From an optimization exercise on the open Yosys and OpenROAD flow, aimed at small area; shortcuts taken in it are not production practice.
The RTL was checked by simulation tests, not by an equivalence proof against the original design.
No activity file was given, so power comes from the tool's default toggle rates.

--- flow/run.sh ---
#!/bin/bash
# synth_recipe.tcl (not shown) runs the flow's synth.tcl, then flattens the netlist and writes it again
# the make line also repeats each setting of config.mk as NAME=value (left out here)
make -C /OpenROAD-flow-scripts/flow DESIGN_CONFIG=/design/flow/config.mk WORK_HOME=/design/flow/orfs CLKGATE_MAP_FILE= SYNTH_SCRIPT=/design/flow/synth_recipe.tcl finish
--- flow/config.mk ---
export PLATFORM = sky130hd
export DESIGN_NAME = kfs
export DESIGN_NICKNAME = kfs
export VERILOG_FILES = /design/flow/design.v
export SDC_FILE = /design/flow/constraint.sdc
export NUM_CORES = 4
export LEC_CHECK = 0
export CAP_MARGIN = 20
export CORE_MARGIN = 2
export CORE_UTILIZATION = 30
export PLACE_DENSITY = 0.5
export SLEW_MARGIN = 20
--- flow/constraint.sdc ---
create_clock -name core_clock -period 20.0 [get_ports {clk}]
set_input_delay 4.0000 -clock core_clock [delete_from_list [all_inputs] [get_ports {clk}]]
set_output_delay 4.0000 -clock core_clock [all_outputs]
set_load 0.01 [all_outputs]
--- flow/design.v ---
module kfs_fs (
    input  wire         clk,
    input  wire         rst,
    input  wire         op_start,      
    input  wire         op_push,       
    input  wire [7:0]   b,
    output wire         ev_frame,      
    output wire         ev_bad,        
    output wire [3:0]   fs_idx_o,
    output wire         frame_done,
    output wire         dpt_ok,
    output wire [4:0]   rd_d1,
    output wire [4:0]   rd_d2,
    output wire [4:0]   rd_d3,
    output wire         rd_dp,
    output wire         rd_ind,
    output wire [4:0]   dpt_len,
    output reg  [159:0] dpt_out
);
    function [4:0] dig2_of;
        input [6:0] v;               
        case (v)
            7'h7E: dig2_of = 5'h10;  7'h30: dig2_of = 5'h11;
            7'h6D: dig2_of = 5'h12;  7'h79: dig2_of = 5'h13;
            7'h33: dig2_of = 5'h14;  7'h5B: dig2_of = 5'h15;
            7'h5F: dig2_of = 5'h16;  7'h70: dig2_of = 5'h17;
            7'h7F: dig2_of = 5'h18;  7'h7B: dig2_of = 5'h19;
            default: dig2_of = 5'h00;
        endcase
    endfunction
    function [4:0] dig3_of;
        input [6:0] v;               
        case (v)
            7'h7E: dig3_of = 5'h10;  7'h30: dig3_of = 5'h11;
            7'h6D: dig3_of = 5'h12;  7'h79: dig3_of = 5'h13;
            7'h33: dig3_of = 5'h14;  7'h5B: dig3_of = 5'h15;
            7'h5F: dig3_of = 5'h16;  7'h70: dig3_of = 5'h17;
            7'h7F: dig3_of = 5'h18;  7'h7B: dig3_of = 5'h19;
            default: dig3_of = 5'h00;
        endcase
    endfunction
    function [2:0] cls_of;
        input [4:0] v;               
        case (v)
            5'h1F: cls_of = 3'd1;    
            5'h0C: cls_of = 3'd2;    
            5'h1B: cls_of = 3'd3;    
            5'h1E: cls_of = 3'd4;    
            5'h16: cls_of = 3'd5;    
            5'h17: cls_of = 3'd6;    
            5'h1C: cls_of = 3'd7;    
            default: cls_of = 3'd0;
        endcase
    endfunction
    function [4:0] dig1_of;
        input [2:0] c;
        input [1:0] t;
        case ({c, t})
            5'b001_10: dig1_of = 5'h10;
            5'b001_11: dig1_of = 5'h18;
            5'b010_00: dig1_of = 5'h11;
            5'b010_11: dig1_of = 5'h14;
            5'b011_01: dig1_of = 5'h12;
            5'b100_01: dig1_of = 5'h13;
            5'b100_11: dig1_of = 5'h19;
            5'b101_11: dig1_of = 5'h15;
            5'b110_11: dig1_of = 5'h16;
            5'b111_00: dig1_of = 5'h17;
            default:   dig1_of = 5'h00;
        endcase
    endfunction
    function [7:0] hex_char;
        input [3:0] v;
        hex_char = (v < 4'd10) ? {4'h3, v} : (8'h37 + {4'd0, v});
    endfunction
    reg [3:0] fs_idx;
    reg [4:0] d1, d2, d3;            
    reg       dp, ind;
    wire [7:0] pre_byte = (fs_idx == 4'd0) ? 8'hCE :
                          (fs_idx == 4'd1) ? 8'h80 :
                          (fs_idx == 4'd2) ? 8'hE0 :
                          (fs_idx == 4'd3) ? 8'hF8 : 8'h70;
    wire [4:0] nx_d1   = dig1_of(d1[2:0], b[7:6]);
    wire       nx_emit = ind & (nx_d1[4] | d2[4] | d3[4]);
    wire completing = op_push && (fs_idx == 4'd10);
    assign ev_frame = completing && nx_emit;
    assign ev_bad   = completing && !nx_emit;
    always @(posedge clk) begin
        if (rst || op_start) begin
            fs_idx <= 4'd0;
        end else if (op_push) begin
            if (fs_idx <= 4'd4) begin
                if (b == pre_byte)
                    fs_idx <= fs_idx + 4'd1;
                else
                    fs_idx <= 4'd0;
            end else if (fs_idx <= 4'd10) begin
                fs_idx <= fs_idx + 4'd1;
            end
        end
    end
    always @(posedge clk) begin
        if (op_push) begin
            case (fs_idx)
                4'd5:  begin d2 <= dig2_of(b[7:1]); ind <= b[0]; end
                4'd6:  d3 <= dig3_of({b[7], b[5:0]});
                4'd8:  dp <= b[7];
                4'd9:  d1 <= {2'b00, cls_of({b[5], b[3:0]})};
                4'd10: d1 <= nx_d1;
                default: ;
            endcase
        end
    end
    assign fs_idx_o   = fs_idx;
    assign frame_done = (fs_idx == 4'd11);
    assign rd_d1  = d1;
    assign rd_d2  = d2;
    assign rd_d3  = d3;
    assign rd_dp  = dp;
    assign rd_ind = ind;
    assign dpt_ok = frame_done && ind && (d1[4] || d2[4] || d3[4]);
    wire a = d1[4], bq = d2[4], c = dp, e = d3[4];
    wire [7:0] ch1 = {4'h3, d1[3:0]};
    wire [7:0] ch2 = {4'h3, d2[3:0]};
    wire [7:0] ch3 = {4'h3, d3[3:0]};
    wire [2:0] k = {2'b00, a} + {2'b00, bq} + {2'b00, c} + {2'b00, e};
    wire [7:0] it1 = a ? ch1 : bq ? ch2 : c ? "." : ch3;
    wire [7:0] it2 = a ? (bq ? ch2 : c ? "." : ch3) : bq ? (c ? "." : ch3) : ch3;
    wire [7:0] it3 = (a && bq && c) ? "." : ch3;
    wire       par = a ^ bq ^ e;
    wire [7:0] csh = {6'b001101, ~(par ^ c), ~par};
    wire [7:0] csl = hex_char(4'h9 ^ d1[3:0] ^ d2[3:0] ^ d3[3:0] ^ {c, c, c, 1'b0});
    reg [7:0] t [0:8];
    reg [7:0] s [0:19];
    integer   i;
    always @* begin
        t[0] = ","; t[1] = "0"; t[2] = "."; t[3] = "0"; t[4] = "*";
        t[5] = csh; t[6] = csl; t[7] = 8'h0D; t[8] = 8'h0A;
        s[0] = "$"; s[1] = "S"; s[2] = "D"; s[3] = "D";
        s[4] = "P"; s[5] = "T"; s[6] = ",";
        s[7] = it1;
        case (k)
            3'd1: begin
                s[8] = t[0]; s[9] = t[1]; s[10] = t[2]; s[11] = t[3]; s[12] = t[4];
                s[13] = t[5]; s[14] = t[6]; s[15] = t[7]; s[16] = t[8];
                s[17] = t[8]; s[18] = t[8];
            end
            3'd2: begin
                s[8] = it2; s[9] = t[0]; s[10] = t[1]; s[11] = t[2]; s[12] = t[3];
                s[13] = t[4]; s[14] = t[5]; s[15] = t[6]; s[16] = t[7];
                s[17] = t[8]; s[18] = t[8];
            end
            3'd3: begin
                s[8] = it2; s[9] = it3; s[10] = t[0]; s[11] = t[1]; s[12] = t[2];
                s[13] = t[3]; s[14] = t[4]; s[15] = t[5]; s[16] = t[6];
                s[17] = t[7]; s[18] = t[8];
            end
            default: begin
                s[8] = it2; s[9] = it3; s[10] = ch3; s[11] = t[0]; s[12] = t[1];
                s[13] = t[2]; s[14] = t[3]; s[15] = t[4]; s[16] = t[5];
                s[17] = t[6]; s[18] = t[7];
            end
        endcase
        s[19] = t[8];
        for (i = 0; i < 20; i = i + 1)
            dpt_out[8*i +: 8] = s[i];
    end
    assign dpt_len = dpt_ok ? {2'b10, k} + 5'd0 : 5'd0;
endmodule
module kfs_cv (
    input  wire          clk,
    input  wire          rst,
    input  wire          op_start,     
    input  wire          op_push,      
    input  wire [7:0]    b,
    input  wire [5:0]    buf_addr,
    output wire          ev_ok,        
    output wire          ev_discard,   
    output wire [1:0]    cv_st_o,
    output wire [6:0]    cv_len_o,
    output wire [7:0]    cv_sum_o,
    output wire          cv_hold,
    output wire          cv_trunc_o,
    output wire [7:0]    buf_rd
);
    localparam ST_ACC  = 2'd0;
    localparam ST_CKB  = 2'd1;
    localparam ST_HOLD = 2'd2;
    localparam [63:0] MARK8 = 64'h43_68_65_63_6B_73_75_6D;    
    localparam [7:0]  MARK_LAST = 8'h09;
    reg [1:0]   cv_st;
    reg [6:0]   cv_len;
    reg [7:0]   cv_sum;
    reg         cv_trunc;
    reg [511:0] sr;                      
    wire [6:0] n = cv_len + 1'b1;
    wire [7:0] s = cv_sum + b;
    wire       at_cap = (cv_len[5:0] == 6'd63);
    wire       ended  = (cv_st == ST_CKB) || at_cap;
    wire       marker = (cv_len[5:3] != 3'd0) && (sr[63:0] == MARK8) && (b == MARK_LAST);
    wire       active = op_push && (cv_st != ST_HOLD);
    assign ev_ok      = active && ended && (s == 8'd0);
    assign ev_discard = active && ended && (s != 8'd0);
    always @(posedge clk) begin
        if (active)
            sr <= {sr[503:0], b};
    end
    always @(posedge clk) begin
        if (rst || op_start) begin
            cv_st    <= ST_ACC;
            cv_len   <= 7'd0;
            cv_sum   <= 8'd0;
            cv_trunc <= 1'b0;
        end else if (active) begin
            if (!ended) begin
                cv_len <= n;
                cv_sum <= s;
                if (marker)
                    cv_st <= ST_CKB;
            end else if (s == 8'd0) begin
                cv_len   <= n;
                cv_sum   <= 8'd0;
                cv_st    <= ST_HOLD;
                cv_trunc <= (cv_st == ST_ACC);
            end else begin
                cv_len   <= 7'd0;
                cv_sum   <= 8'd0;
                cv_st    <= ST_ACC;
                cv_trunc <= 1'b0;
            end
        end
    end
    wire [5:0] depth = cv_len[5:0] + ~buf_addr;
    assign cv_st_o    = cv_st;
    assign cv_len_o   = cv_len;
    assign cv_sum_o   = cv_sum;
    assign cv_hold    = (cv_st == ST_HOLD);
    assign cv_trunc_o = cv_trunc;
    assign buf_rd     = sr[8*depth +: 8];
endmodule
module kfs_sc (
    input  wire        clk,
    input  wire        rst,
    input  wire        op_clr,       
    input  wire        op_push,      
    input  wire        op_fmt,       
    input  wire [7:0]  c,
    input  wire [1:0]  kind,         
    input  wire        prec,         
    output wire        ev_done,
    output wire        ev_missing,
    output wire        ev_badtok,
    output wire [1:0]  sc_stat_o,
    output wire [3:0]  sc_olen_o,
    output wire [95:0] sc_out_o
);
    localparam K_V = 2'd0;
    localparam K_I = 2'd1;
    localparam K_P = 2'd2;
    localparam K_E = 2'd3;
    localparam STAT_NONE    = 2'd0;
    localparam STAT_OK      = 2'd1;
    localparam STAT_MISSING = 2'd2;
    localparam STAT_BADTOK  = 2'd3;
    reg [3:0]  slot [0:10];
    reg [3:0]  p;                    
    reg        sg;                   
    reg        bad;
    reg [1:0]  sc_stat;
    reg [1:0]  fk;                   
    reg        fp;
    wire [3:0] n = p - {3'd0, sg};   
    wire is_minus = (c == 8'h2D);
    wire is_digit = (c[7:4] == 4'h3) && (c[3:0] <= 4'd9);
    wire fmt_bad     = bad || (sg && kind != K_I);
    wire fmt_missing = !fmt_bad && (n == 4'd0);
    wire fmt_ok      = !fmt_bad && !fmt_missing;
    assign ev_done    = op_fmt && fmt_ok;
    assign ev_missing = op_fmt && fmt_missing;
    assign ev_badtok  = op_fmt && fmt_bad;
    wire take = op_push && ((is_minus && p == 4'd0) || (is_digit && n != 4'd10));
    integer i;
    always @(posedge clk) begin
        if (take)
            slot[p] <= c[3:0];
    end
    always @(posedge clk) begin
        if (rst || op_clr) begin
            p       <= 4'd0;
            sg      <= 1'b0;
            bad     <= 1'b0;
            sc_stat <= STAT_NONE;
        end else if (op_push) begin
            sc_stat <= STAT_NONE;
            if (take) begin
                p <= p + 4'd1;
                if (is_minus)
                    sg <= 1'b1;
            end else begin
                bad <= 1'b1;
            end
        end else if (op_fmt) begin
            sc_stat <= fmt_bad ? STAT_BADTOK : fmt_missing ? STAT_MISSING : STAT_OK;
        end
    end
    always @(posedge clk) begin
        if (op_fmt) begin
            fk <= kind;
            fp <= prec;
        end
    end
    wire [7:0] ch [0:10];
    genvar g;
    generate
        for (g = 0; g <= 10; g = g + 1) begin : g_ch
            assign ch[g] = {3'b001, !(g == 0 && sg), slot[g]};
        end
    endgenerate
    wire point = (fk == K_V) || (fk == K_I && fp);    
    wire few = (n < 4'd4);
    reg [7:0] o [0:11];
    reg [3:0] olen;
    integer   j;
    always @* begin
        for (j = 0; j < 12; j = j + 1)
            o[j] = "0";
        if (!point) begin
            for (j = 0; j < 11; j = j + 1)
                if (j < p) o[j] = ch[j];
                else if (j == p) o[j] = (fk == K_P) ? "." : "0";
            olen = p + ((fk == K_P) ? 4'd2 : (fk == K_E) ? 4'd1 : 4'd0);
        end else if (!few) begin
            for (j = 0; j < 11; j = j + 1)
                if (j + 3 < p) o[j] = ch[j];
                else if (j + 3 == p) o[j] = ".";
                else o[j] = ch[j-1];
            olen = p + ((fk == K_V) ? (fp ? 4'd0 : 4'd1) : 4'hF);
        end else if (fk == K_V) begin
            o[0] = "0";
            o[1] = ".";
            o[2] = (n == 4'd3) ? ch[0] : "0";
            o[3] = (n == 4'd3) ? ch[1] : (n == 4'd2) ? ch[0] : "0";
            o[4] = (n == 4'd3) ? ch[2] : (n == 4'd2) ? ch[1] : ch[0];
            olen = fp ? 4'd4 : 4'd5;
        end else begin
            if (sg) begin
                o[0] = ch[0];
                o[1] = "0";
                o[2] = ".";
                o[3] = (n == 4'd3) ? ch[1] : "0";
                olen = 4'd4;
            end else begin
                o[0] = "0";
                o[1] = ".";
                o[2] = (n == 4'd3) ? ch[0] : "0";
                olen = 4'd3;
            end
        end
    end
    assign sc_stat_o = sc_stat;
    assign sc_olen_o = (sc_stat == STAT_OK) ? olen : 4'd0;
    generate
        for (g = 0; g < 12; g = g + 1) begin : g_out
            assign sc_out_o[8*g +: 8] = o[g];
        end
    endgenerate
endmodule
module kfs (
    input  wire         clk,
    input  wire         rst,           
    input  wire         in_valid,
    input  wire [15:0]  in_word,
    input  wire [5:0]   buf_addr,
    output reg  [3:0]   ev,
    output reg          st_ill,
    output wire [3:0]   fs_idx,
    output wire         frame_done,
    output wire         dpt_ok,
    output wire [4:0]   rd_d1,
    output wire [4:0]   rd_d2,
    output wire [4:0]   rd_d3,
    output wire         rd_dp,
    output wire         rd_ind,
    output wire [4:0]   dpt_len,
    output wire [159:0] dpt_out,
    output wire [1:0]   cv_st,
    output wire [6:0]   cv_len,
    output wire [7:0]   cv_sum,
    output wire         cv_hold,
    output wire         cv_trunc,
    output wire [7:0]   buf_rd,
    output wire [1:0]   sc_stat,
    output wire [3:0]   sc_olen,
    output wire [95:0]  sc_out
);
    localparam EV_NONE          = 4'd0;
    localparam EV_FRAME         = 4'd1;
    localparam EV_BAD_DATA      = 4'd2;
    localparam EV_BLOCK_OK      = 4'd3;
    localparam EV_BLOCK_DISCARD = 4'd4;
    localparam EV_SC_DONE       = 4'd5;
    localparam EV_SC_MISSING    = 4'd6;
    localparam EV_SC_BADTOK     = 4'd7;
    localparam EV_ILLEGAL       = 4'd8;
    wire [3:0] op  = in_word[15:12];
    wire       mbz = (in_word[11:8] == 4'd0);
    wire       lo0 = (in_word[7:0] == 8'd0);
    wire w_fs_start = mbz && op == 4'h1 && lo0;
    wire w_fs_push  = mbz && op == 4'h2;
    wire w_cv_start = mbz && op == 4'h3 && lo0;
    wire w_cv_push  = mbz && op == 4'h4;
    wire w_sc_clr   = mbz && op == 4'h5 && lo0;
    wire w_sc_push  = mbz && op == 4'h6;
    wire w_sc_fmt   = mbz && op == 4'h7 && in_word[7:4] == 4'd0 && in_word[2] == 1'b0;
    wire w_legal    = w_fs_start | w_fs_push | w_cv_start | w_cv_push |
                      w_sc_clr | w_sc_push | w_sc_fmt;
    wire do_fs_start = in_valid && w_fs_start;
    wire do_fs_push  = in_valid && w_fs_push;
    wire do_cv_start = in_valid && w_cv_start;
    wire do_cv_push  = in_valid && w_cv_push;
    wire do_sc_clr   = in_valid && w_sc_clr;
    wire do_sc_push  = in_valid && w_sc_push;
    wire do_sc_fmt   = in_valid && w_sc_fmt;
    wire fs_ev_frame, fs_ev_bad;
    wire cv_ev_ok, cv_ev_discard;
    wire sc_ev_done, sc_ev_missing, sc_ev_badtok;
    kfs_fs u_fs (
        .clk        (clk),
        .rst        (rst),
        .op_start   (do_fs_start),
        .op_push    (do_fs_push),
        .b          (in_word[7:0]),
        .ev_frame   (fs_ev_frame),
        .ev_bad     (fs_ev_bad),
        .fs_idx_o   (fs_idx),
        .frame_done (frame_done),
        .dpt_ok     (dpt_ok),
        .rd_d1      (rd_d1),
        .rd_d2      (rd_d2),
        .rd_d3      (rd_d3),
        .rd_dp      (rd_dp),
        .rd_ind     (rd_ind),
        .dpt_len    (dpt_len),
        .dpt_out    (dpt_out)
    );
    kfs_cv u_cv (
        .clk        (clk),
        .rst        (rst),
        .op_start   (do_cv_start),
        .op_push    (do_cv_push),
        .b          (in_word[7:0]),
        .buf_addr   (buf_addr),
        .ev_ok      (cv_ev_ok),
        .ev_discard (cv_ev_discard),
        .cv_st_o    (cv_st),
        .cv_len_o   (cv_len),
        .cv_sum_o   (cv_sum),
        .cv_hold    (cv_hold),
        .cv_trunc_o (cv_trunc),
        .buf_rd     (buf_rd)
    );
    kfs_sc u_sc (
        .clk        (clk),
        .rst        (rst),
        .op_clr     (do_sc_clr),
        .op_push    (do_sc_push),
        .op_fmt     (do_sc_fmt),
        .c          (in_word[7:0]),
        .kind       (in_word[1:0]),
        .prec       (in_word[3]),
        .ev_done    (sc_ev_done),
        .ev_missing (sc_ev_missing),
        .ev_badtok  (sc_ev_badtok),
        .sc_stat_o  (sc_stat),
        .sc_olen_o  (sc_olen),
        .sc_out_o   (sc_out)
    );
    always @(posedge clk) begin
        if (rst) begin
            ev     <= EV_NONE;
            st_ill <= 1'b0;
        end else if (in_valid) begin
            if (!w_legal) begin
                ev     <= EV_ILLEGAL;
                st_ill <= 1'b1;
            end else if (fs_ev_frame)   ev <= EV_FRAME;
            else if (fs_ev_bad)         ev <= EV_BAD_DATA;
            else if (cv_ev_ok)          ev <= EV_BLOCK_OK;
            else if (cv_ev_discard)     ev <= EV_BLOCK_DISCARD;
            else if (sc_ev_done)        ev <= EV_SC_DONE;
            else if (sc_ev_missing)     ev <= EV_SC_MISSING;
            else if (sc_ev_badtok)      ev <= EV_SC_BADTOK;
            else                        ev <= EV_NONE;
        end
    end
endmodule
==> impl_metrics.py <==
metrics = {
    "status": {
        "outcome": "timing/DRC/antenna clean",
    },
    "grt": {
        "grt_use_total_pct": 15.2,
        "grt_pass1_wl_um": 116000,
        "use_met3_pct": 2.84,
        "antenna_found_initial": 3,
        "grt_max_degree": 133,
        "grt-ovfl-total": 0,
        "grt.busiest_layer": "met2",
        "grt_use_met2_pct": 22.9,
        "grt_pass1_vias": 18300,
        "met1_usage_pct": 21.9,
    },
    "sta": {
        "setup_ws_ns": 7.36,
        "period_needed_ns": 12.64,
        "hold_viol": 0,
        "rsz0062_at_grt": "false",
        "setup-tns-final_ns": 0,
        "timing.fmax_mhz": 79.1,
        "worstMarginPinSlew_ns": 1.12,
        "relSlewSlack_pct": 25.2,
        "drv_slew": 0,
        "setup_viol": 0,
        "post-route-period-util_pct": 63.2,
        "skew_ns": 0.0243,
    },
    "synthesis": {
        "synthSimpleGateAreaFrac_pct": 8.87,
        "synth_compound_area_share_pct": 8.66,
        "syn_area_sq_um": 29200,
        "synth.largest_area_cell": "edfxtp_1",
        "synth.top_cell.area_share_pct": 59.2,
        "synthAdderAreaFrac_pct": 1.92,
        "ys_warn_count": 7,
        "synth_xor_area_share_pct": 1.37,
        "synth_common_cells": "edfxtp_1, buf_4, mux4_2",
        "yosysUniqueCellTypes": 88,
        "synth_enable_flop_cells": 576,
        "synth_top_family_by_area": "multiplexers",
        "synthMuxAreaShare_pct": 11.5,
        "ys_top_cells_by_area": "edfxtp_1, mux4_2, buf_4",
        "synth_flop_cell": "edfxtp_1",
        "synth-seq-area-share_pct": 61.6,
        "async_reset_ff_share_pct": 0,
        "syn_inst": 2072,
        "syn_area_per_cell_sq_um": 14.1,
        "synth.most_common_cell": "edfxtp_1",
        "synth-seq-cells": 611,
    },
    "critical_path": {
        "cp-end-kind": "output pin",
        "cp.required_ns": 16.00,
        "crit_type": "in2out",
        "cp.depth": 11,
        "ff2ff_setup_slack_ns": 15.84,
        "cp_num_buf_inv": 5,
        "cp-start-kind": "primary input",
        "cpMaxStageDelayCell": "fa_4",
        "cp_max_fo": 48,
        "crit_chain": "clkdlybuf4s50_1 > inv_1 > ha_4 > inv_1 > fa_4 > buf_4 > mux4_2 > mux2_1 > o211ai_1 > o221ai_1 > clkdlybuf4s50_1",
        "cp.arrival_ns": 8.64,
        "cp_top_family": "buffers and inverters",
        "endpoint": "buf_rd[6]",
        "startpoint": "buf_addr[0]",
        "slowest_delay_ns": 1.27,
        "r2r_cells": 5,
        "r2r_end": "u_cv.sr[168]",
        "r2r_start": "u_cv.cv_st[1]",
    },
    "die": {
        "start_util_pct": 30.3,
        "die_height_um": 316,
        "row_count": 114,
        "die_w_um": 316,
        "die_area_sq_um": 99900,
        "io_pins": 347,
        "core_sq_um": 96600,
    },
    "power": {
        "pwr-share-comb_pct": 4.5,
        "switching_share_pct": 22.2,
        "internal_power_w": 0.00213,
        "power_leakage_nw": 10.9,
        "p_switching_w": 0.000606,
        "clockPowerShare_pct": 44.9,
        "p_per_area_nw_per_um2": 79.5,
        "seqPwrFrac_pct": 50.5,
        "ir_drop_mv": 0.0518,
    },
    "routing": {
        "ant_nets": 0,
        "routed_via_density": 5.14,
        "drt-total-wl_um": 78000,
        "first_iter_violations": 2085,
        "vias": 18400,
        "first_pass_iters": 6,
        "avgRoutedWirePerCell_um": 21.8,
        "drc": 0,
    },
    "layout": {
        "final-seq-area_sq_um": 18000,
        "multi_input_area_sq_um": 10100,
        "drive_gt1_share_pct": 12.9,
        "area_growth_syn_to_layout_pct": 17.6,
        "nNetsFinal": 2319,
        "num_antenna_cells": 0,
        "fillers": 9215,
    },
    "clocking": {
        "clkLatencyLatePin_ns": 0.63,
        "cts.htree.levels": 3,
        "cts_made_buffers": 69,
        "clk_pin_slew_worst_paths_ns": 0.06,
        "clock_path_buffers": 3,
        "postCtsSetupBuffers": 0,
        "cts_hold_buf": 0,
        "post_cts_resized": 0,
        "cts_num_sinks": 611,
        "cts_tree": "yes",
        "cts_root_buf": "clkbuf_16",
    },
    "hold_path": {
        "hold_class": "reg2reg",
    },
    "placed_design": {
        "place_congestion": 0.877,
        "dp_hpwl_um": 51100,
        "place_ws_ns": 7.33,
        "port-buffer-count": 208,
    },
    "flow_run": {
        "drv_cap": 0,
    },
}
[per-layer routing]
layer  up-vias  wire, um
met1      9413     35400
met5         -         0
met3       121      4930
met2       677     35600
met4         0      1990
li1       8207         -
[state kept, by name, indices dropped and copies added (netlist names)]
| signal | count |
|---|---|
| u_cv.sr | 512 |
| u_sc.slot | 44 |
| u_cv.cv_sum | 8 |
| u_cv.cv_len | 7 |
| u_fs.d1 | 5 |
| u_fs.d2 | 5 |
| u_fs.d3 | 5 |
| ev | 4 |
| u_fs.fs_idx | 4 |
| u_sc.p | 4 |
| u_cv.cv_st | 2 |
| u_sc.fk | 2 |
| u_sc.sc_stat | 2 |
| st_ill | 1 |
| u_cv.cv_trunc | 1 |
| u_fs.dp | 1 |
| u_fs.ind | 1 |
| u_sc.bad | 1 |
| u_sc.fp | 1 |
| u_sc.sg | 1 |
[placed cells by master (no fill, tap or decap), drive strengths merged, types with 30 or more instances in the layout]
master	netlist	routed
nand3	104	104
ha	36	36
clkinv	2	30
inv	45	48
nor2	87	87
nand2	100	100
clkbuf	76	85
a21oi	99	99
dfxtp	35	35
o21ai	116	116
conb	2	138
nand4	30	30
nor3	33	33
edfxtp	576	576
mux4	128	128
buf	188	30
clkdlybuf4s50	0	208
[worst min-delay path by stage]
stage / startpoint / endpoint / depth (start not counted) / slack, ns
global route: u_cv.sr[78] / u_cv.sr[86] / 0 / 0.44
global placement: u_cv.sr[362] / u_cv.sr[370] / 0 / 0.42
finish: u_cv.sr[388] / u_cv.sr[396] / 0 / 0.43
detailed placement: u_cv.sr[99] / u_cv.sr[107] / 0 / 0.43
CTS: u_cv.sr[78] / u_cv.sr[86] / 0 / 0.42
floorplan: u_cv.sr[96] / u_cv.sr[104] / 0 / 0.42
[per-stage QoR]
stage	hold slack, ns	cell area, sq um	cells	utilization [%]	power, W
2_1_floorplan	0.421	29700	2208	-	0.00151
3_3_place_gp	0.425	32100	3458	33.3	0.00153
3_5_place_dp	0.428	32100	3458	33.3	0.00153
4_1_cts	0.424	34300	3581	35.6	0.00277
5_1_grt	0.436	34400	3581	35.6	0.00283
6_report	0.431	34400	3581	35.6	0.00273
[power groups by stage]
stage | registers (W) | clock network [W] | logic [W]
floorplan | 0.00141 | 0 | 0.000102
global placement | 0.00141 | 0 | 0.000125
detailed placement | 0.00141 | 0 | 0.000125
CTS | 0.00138 | 0.00127 | 0.000125
global route | 0.00138 | 0.00132 | 0.000135
finish | 0.00138 | 0.00123 | 0.000124
[area by class of cell]
| class | instances | area share, % |
|---|---|---|
| Sequential cell | 611 | 52.4 |
| Multi-Input combinational cell | 1286 | 29.3 |
| Timing Repair Buffer | 238 | 6.76 |
| Clock buffer | 85 | 5.20 |
| Tap cell | 1276 | 4.65 |
| Clock inverter | 38 | 1.20 |
| Inverter | 47 | 0.535 |
[kinds of logic after synthesis]
kind of cell / Yosys count
buffers and inverters: 311
multiplexers: 174
XOR/XNOR: 45
AND/OR/NAND/NOR: 493
other: 2
AO/OA/AOI/OAI: 394
flip-flops: 611
adder cells (fa/ha/maj): 42

## what the ideal ports hide
How much do the figures lean on ideal ports? The routed layout below was timed once more, with nothing changed but the port constraints.
Step 1, drivers: a clkbuf_16 drives clk and a buf_2 each remaining input, both assumed.
Step 2 times the ports against the registers' clock, not the clock port: input delays grow and output delays shrink by t, the midpoint of the rising clock arrivals with the driver on.
Three values: ideal, step 1, step 2; two values: the first two.
shift t [ns]: 0.675
setup WS [ns]: 7.363 / 7.338 / 7.338
cell pins on the clock port's net: 1
After both steps setup and hold are still met in this run. The setup slack of this run moves by -0.025 ns with the drivers and by -0.025 ns with both steps.
